Source: an optimization exercise on an open RTL-to-GDS flow (aim: small area, a short achievable clock period and few clock cycles per item). Production flows keep margins and buffers that such runs may drop.
The RTL was checked by simulation tests, not by an equivalence proof against the original design.
Power and IR drop assume default switching activity.

## flow/design.v (module list and top-level ports; edited modules follow where they fit)
// module exp_gain_rom: 1034 lines
// module ascale_rom: 2058 lines
// module pan_att_rom: 186 lines
// module mul_am: 238 lines
// module mul_eg: 342 lines
// module mul_pan: 353 lines
// module pan_volume_mixer: 133 lines
module pan_volume_mixer (
    input  wire               clk,
    input  wire               rst,           
    input  wire               in_valid,
    output wire               in_ready,
    input  wire               in_play,       
    input  wire signed [15:0] in_sample,     
    input  wire               in_am_en,      
    input  wire        [2:0]  in_am_depth,   
    input  wire        [7:0]  in_am_phase,   
    input  wire        [9:0]  in_eg_level,   
    input  wire        [3:0]  in_pan,        
    input  wire        [6:0]  in_tl,         
    output reg                out_valid,
    output reg  signed [15:0] out_l,
    output reg  signed [15:0] out_r
);
  // ...
==> flow/flow/run.sh <==
#!/bin/bash
# Own flow: the standard layout (standard.sh), with
#  - the synthesis run through flow/synth_wrap.tcl, which only swaps the ABC
#    mapping script for the area-oriented flow/area.abc (registers are mapped
#    before ABC and stay exactly as the standard synthesis makes them);
#  - Yosys's synth without its internal quick ABC pass (-noabc), so that the
#    adder extraction sees the multiplier trees' full adders as written;
#  - the port buffers as plain buf_2 cells.
set -euo pipefail
W=$(pwd)
export FLOW_WORK=$W
export FLOW_ABC_SCRIPT=$W/flow/area.abc
bash standard.sh SYNTH_SCRIPT=$W/flow/synth_wrap.tcl SYNTH_ARGS=-noabc SETUP_SLACK_MARGIN=23.1 CORE_UTILIZATION=45 CTS_CLUSTER_SIZE=30 CTS_CLUSTER_DIAMETER=100 \
  "BUFFER_PORTS_ARGS=-buffer_cell sky130_fd_sc_hd__buf_2" finish > $W/flow_make.log 2>&1
==> flow/flow/area.abc <==
strash
dc2
strash
&get -n
&dch -f
&nf {D}
&put
==> flow/flow/synth_wrap.tcl <==
# The standard synthesis (synth_recipe.tcl, unchanged), with one difference:
# the final ABC mapping runs the area-oriented script in flow/area.abc
# instead of ORFS's delay-oriented one. Registers are mapped before ABC and
# are left exactly as the standard synthesis makes them.
proc abc {args} {
  set i [lsearch -exact $args -script]
  if {$i >= 0} {
    set args [lreplace $args $i [expr {$i + 1}] -script $::env(FLOW_ABC_SCRIPT)]
  }
  yosys abc {*}$args
}
source $::env(FLOW_WORK)/synth_recipe.tcl
==> flow/standard.sh <==
#!/bin/bash
# synth_recipe.tcl (not shown) runs the flow's synth.tcl, then flattens the netlist and writes it again
# the make line also repeats each setting of config.mk as NAME=value (left out here)
make -C /OpenROAD-flow-scripts/flow DESIGN_CONFIG=/design/flow/config.mk WORK_HOME=/design/flow/orfs CLKGATE_MAP_FILE= SYNTH_SCRIPT=/design/flow/synth_recipe.tcl "${@:-finish}"
==> flow/config.mk <==
export PLATFORM = sky130hd
export DESIGN_NAME = pan_volume_mixer
export DESIGN_NICKNAME = pan_volume_mixer
export VERILOG_FILES = /design/flow/design.v
export SDC_FILE = /design/flow/constraint.sdc
export NUM_CORES = 4
export LEC_CHECK = 0
export CAP_MARGIN = 20
export CORE_MARGIN = 2
export CORE_UTILIZATION = 40
export SLEW_MARGIN = 20
export SYNTH_MEMORY_MAX_BITS = 65536
==> flow/constraint.sdc <==
create_clock -name core_clock -period 30.0 [get_ports {clk}]
set_input_delay 6.0000 -clock core_clock [delete_from_list [all_inputs] [get_ports {clk}]]
set_output_delay 6.0000 -clock core_clock [all_outputs]
set_load 0.01 [all_outputs]
==> metrics.yaml, run 1 <==
max_slew_margin_pct: 25.51
initial_core_util_pct: 45.67
fp.dieH_um: 268.5
fin_hold_ws_ns: 0.3306
path_buf_inv: 1
nNonClkInverters: 143
bufAreaShareNonClock_pct: 3.464
status: "timing/DRC/antenna clean"
synth_commonest_cells: "nand2_1, a21oi_1, xnor2_1, o21ai_0, a22oi_1"
layout-drive-gt1-share_pct: 6.069
multi_input_area_um2: 25770
power_frac_comb_pct: 77.5
p_int_mw: 2.059
r2r_cells: 27
worstHoldStart: "eg0[4]$_DFF_P_"
netlist_instances: 3833
wl_um: 103200
design.seq.count: 262
die_x_um: 268.5
clk_latency_ns: 0.56
post-route-min-period_ns: 7.006
route.met3.wl_um: 8440
switchingPower_mw: 2.064
ys_top_cells_by_area: "fa_1, dfxtp_1, ha_1, xnor2_1, a22oi_1"
ys.warnings.count: 4
Testbench counts, summed over its fixed seeds: cycles 35,888, slots 35,840.
==> inputs of run 2 (changes only) <==
==> flow/flow/run.sh (replaced) <==
#!/bin/bash
# Own flow: the standard layout (standard.sh), with
#  - the synthesis run through flow/synth_wrap.tcl, which only swaps the ABC
#    mapping script for the area-oriented flow/area.abc (registers are mapped
#    before ABC and stay exactly as the standard synthesis makes them);
#  - Yosys's synth without its internal quick ABC pass (-noabc), so that the
#    adder extraction sees the multiplier trees' full adders as written;
#  - the port buffers as plain buf_2 cells;
#  - timing repair asked to reach a setup slack of 23.5 ns at the design's
#    30 ns clock (the SDC is unchanged), since the area-mapped logic is
#    otherwise left at whatever delay it has;
#  - a denser core and larger clock-tree sink clusters.
set -euo pipefail
W=$(pwd)
export FLOW_WORK=$W
export FLOW_ABC_SCRIPT=$W/flow/area.abc
bash standard.sh SYNTH_SCRIPT=$W/flow/synth_wrap.tcl SYNTH_ARGS=-noabc \
  SETUP_SLACK_MARGIN=23.5 CORE_UTILIZATION=45 CTS_CLUSTER_SIZE=30 CTS_CLUSTER_DIAMETER=100 \
  "BUFFER_PORTS_ARGS=-buffer_cell sky130_fd_sc_hd__buf_2" finish > $W/flow_make.log 2>&1
==> flow/flow/area.abc (replaced) <==
strash
dc2
dch -f
amap
strash
dc2
&get -n
&dch -f
&nf -R 1000
&put
==> metrics.yaml, run 2 <==
synthFlopType: "dfxtp_1"
layout_common_cells: "nand2_1, nor2_1, a21oi_1, fa_1"
worst_ep_arrival_time_ns: 8.12
fp.dieH_um: 266.6  # -0.74%
layout-drive-gt1-share_pct: 15.46  # +9.4 points
ys_top_cells_by_area: "fa_1, dfxtp_1, ha_1, xnor2_1, a22oi_1"
drt-wirelength-per-cell_um: 21.48
worstHoldEndpoint: "eg1[4]$_DFF_P_"
tritoncts: "yes"
nets: 4737
clock-sinks: 262
holdBufCountCts: 0
post-route-min-period_ns: 7.622  # +0.6168 ns
max_slew_margin_pct: 15.58  # -9.9 points
ys_async_sr_fraction_pct: 0
synth_commonest_cells: "nand2_1, nor2_1, o21ai_0, a21oi_1, xnor2_1"
worstHoldStart: "eg0[4]$_DFF_P_"
timing.rr.end: "acc_l[20]$_DFF_P_"
layout_commonest_cell: "nand2_1"
reg.largest.list: "acc_l (21), acc_r (21), s_eg3 (18)"
rrSetupSlack_ns: 22.38
ys.warnings.count: 4  # unchanged
ant_nets: 0
area_delta_synth_final_pct: 20.70
path_common_cell: "o21a_1"
fp.coreArea_um2: 68470
place.gp.congestion: 1.039
netlist_instances: 3746  # -2.3%
dpl-instance-area_um2: 33470
yosysUniqueCellTypes: 59
num_rows: 96
final_area_um2: 37440
cts_max_level: 1
placed_cells: 4774
rr_startpoint: "pan_l3[3]$_SDFF_PP0_"
peakVddDrop_mv: 0.1017
fillers: 6405
first_pass_iters: 8
clk_latency_ns: 0.57  # about the same
syn_nets: 4289
ys_ff_latch: 262
critical_path_class: "flop to flop"
cts_buffers: 17
overflow: 0
cp-start-kind: "flop"
vias: 31710
status: "timing/DRC/antenna clean"
r2r_cells: 37  # +37%
pin_count: 87
fmax_mhz: 131.2
crit_start: "pan_l3[3]$_SDFF_PP0_"
dieArea_um2: 71050
drc: 0
p_leak_nw: 15.26
instances_no_fill: 5086
rsz0062_at_grt: "true"
synth_top_cell_area_share_pct: 17.55
die_x_um: 266.6  # -0.74%
maxSlewViolCount: 0
antenna_found_initial: 0
yosysMostFrequentCell: "nand2_1"
worstMarginPinSlew_ns: 1.262
hold_viol: 0
max_stage_delay_ns: 0.49
holdPathStages: 0
diodes: 0
skew_ns: 0.02542
drt_iter0_markers: 3776
portBuffers: 85
worstHoldPathType: "flop to flop"
finalSetupViolations: 0
setup_tns_ns: 0
grt_max_degree: 69
syn_area_per_cell_um2: 8.281
wl_um: 109200  # +5.8%
yosys.area.top_type: "fa_1"
grt_pass1_wl_um: 170000
clk_pin_slew_ns: 0.10
routed_via_density: 6.234
cp-end-kind: "flop"
period_share_pct: 25.41
clk_path_buf_depth: 3
initial_core_util_pct: 45.31  # -0.36 points
slowest_stage: "fa_1"
power.density_nw_per_um2: 122.6
track_usage_pct: 29.62
synth-edff-count: 0
grt_pass1_vias: 30710
ys_seq_area_share_pct: 16.91
synthesis.area_um2: 31020
clock-root-buffer: "clkbuf_16"
drv_cap: 0
cp.required_ns: 30.50
cp_max_fo: 6
dp_hpwl_um: 74040
run 2: cell count changes in the layout (fill, tap and decap cells not counted), moves of 35 or more:
cell,before,now
a21oi_1,331,273
buf_4,88,218
buf_6,14,126
nand2_1,452,367
nand2b_1,103,138
nor2_1,271,310
o21a_1,40,78
run 2: kinds of logic after synthesis:
logic type      after synthesis  synth area share [%]
flops                       262                 16.91
mux                          20                0.7220
buf+inv                     138                 1.682
compound gates             1275                 26.58
simple gates               1221                 18.17
fa+ha+maj                   490                 26.35
xor+xnor                    339                 9.571
other cells                   1               0.01209
run 2: metrics by stage:
step | total power [mW] | hold WS [ns] | worst slack, ns | util [%]
detailed placement | 3.542 | 0.3121 | 21.81 | 48.89
floorplan | 2.802 | 0.3096 | 22.43 | -
finish | 4.591 | 0.3252 | 22.38 | 54.69
CTS | 4.320 | 0.3219 | 22.52 | 53.10
global placement | 3.516 | 0.3102 | 21.89 | 48.89
global route | 5.066 | 0.3334 | 21.94 | 54.69
run 2: how the worst max path moves through the flow:
stage                        end  slack [ns]  cells after the start
6_report       acc_l[20]$_DFF_P_       22.38                     37
5_1_grt        acc_l[20]$_DFF_P_       21.94                     40
4_1_cts        acc_l[20]$_DFF_P_       22.52                     40
3_5_place_dp   acc_l[20]$_DFF_P_       21.81                     39
3_3_place_gp   acc_l[20]$_DFF_P_       21.89                     39
2_1_floorplan  acc_l[20]$_DFF_P_       22.43                     39
run 2: worst max-delay path: cells and delay by family (launching register included):
family                     cells  cell delay, ns
adders and majority gates      5            2.05
and+or+nand+nor                4            0.55
buffers and inverters          6            0.64
DFF                            1            0.40
AOI/OAI and AO/OA             20            3.66
xor gates and xnor gates       2            0.29
run 2: power by group:
| group | internal (mW) | switching [mW] | leakage (nW) |
|---|---|---|---|
| combinational | 1.84 | 1.88 | 12.7 |
| clock | 0.121 | 0.147 | 0.298 |
| sequential | 0.489 | 0.113 | 2.21 |
| total | 2.45 | 2.14 | 15.3 |
run 2: repair_timing:
| item | CTS | global route |
|---|---|---|
| setup buffers | 225 | 57 |
| endpoints found under the hold margin | 0 | 0 |
| resized for setup | 115 | 146 |
| pin swaps | 88 | 85 |
| endpoints found under the setup margin | 58 | 58 |
| gates cloned | 1 | 0 |
run 2: per-layer routing:
layer | up-vias | GRT usage, % | wire length, µm
met4 | 0 | 13.24 | 5743
li1 | 14620 | - | -
met3 | 399 | 3.958 | 8867
met2 | 1635 | 49.06 | 50610
met5 | - | 0 | 0
met1 | 15060 | 38.49 | 44010
run 2: cell type report:
class                      count  area (µm²)  area share [%]
clock buffer                  19       464.2           1.240
clock inverter                10       150.1          0.4010
inverter                     135       511.7           1.367
multi-input combinational   3346       26170           69.89
sequential                   262        5370           14.34
tap                          882        1104           2.947
timing repair buffer         432        3674           9.812

## what the ideal ports hide
The flow's constraints put no driver on any port. The routed layouts listed below were extracted and timed again, unchanged, in two steps. Step 1, drivers: a clkbuf_16 drives clk and a buf_2 each remaining input, both assumed. Step 2 adds t to the input delays and takes it off the output delays; t is the mean of the earliest and latest rising clock arrival at the registers after step 1. Input paths then give back, and output paths get back, about the clock's delay inside the block. Three values: ideal ports, drivers, drivers and shift; two values: the first two.
| run | shift t [ns] | setup WS [ns] | worst hold slack (ns) | clock arrival spread, ns | worst slew at a driven data input, ns |
|---|---|---|---|---|---|
| run 1 | 0.609 | 22.994 / 22.929 / 23.379 | 0.331 / 0.331 / 0.331 | 0.037 / 0.037 | 0.06 |
| run 2 | 0.623 | 22.378 / 22.378 / 22.378 | 0.325 / 0.325 / 0.325 | 0.029 / 0.029 | 0.07 |
After both steps setup and hold are still met in every run listed.
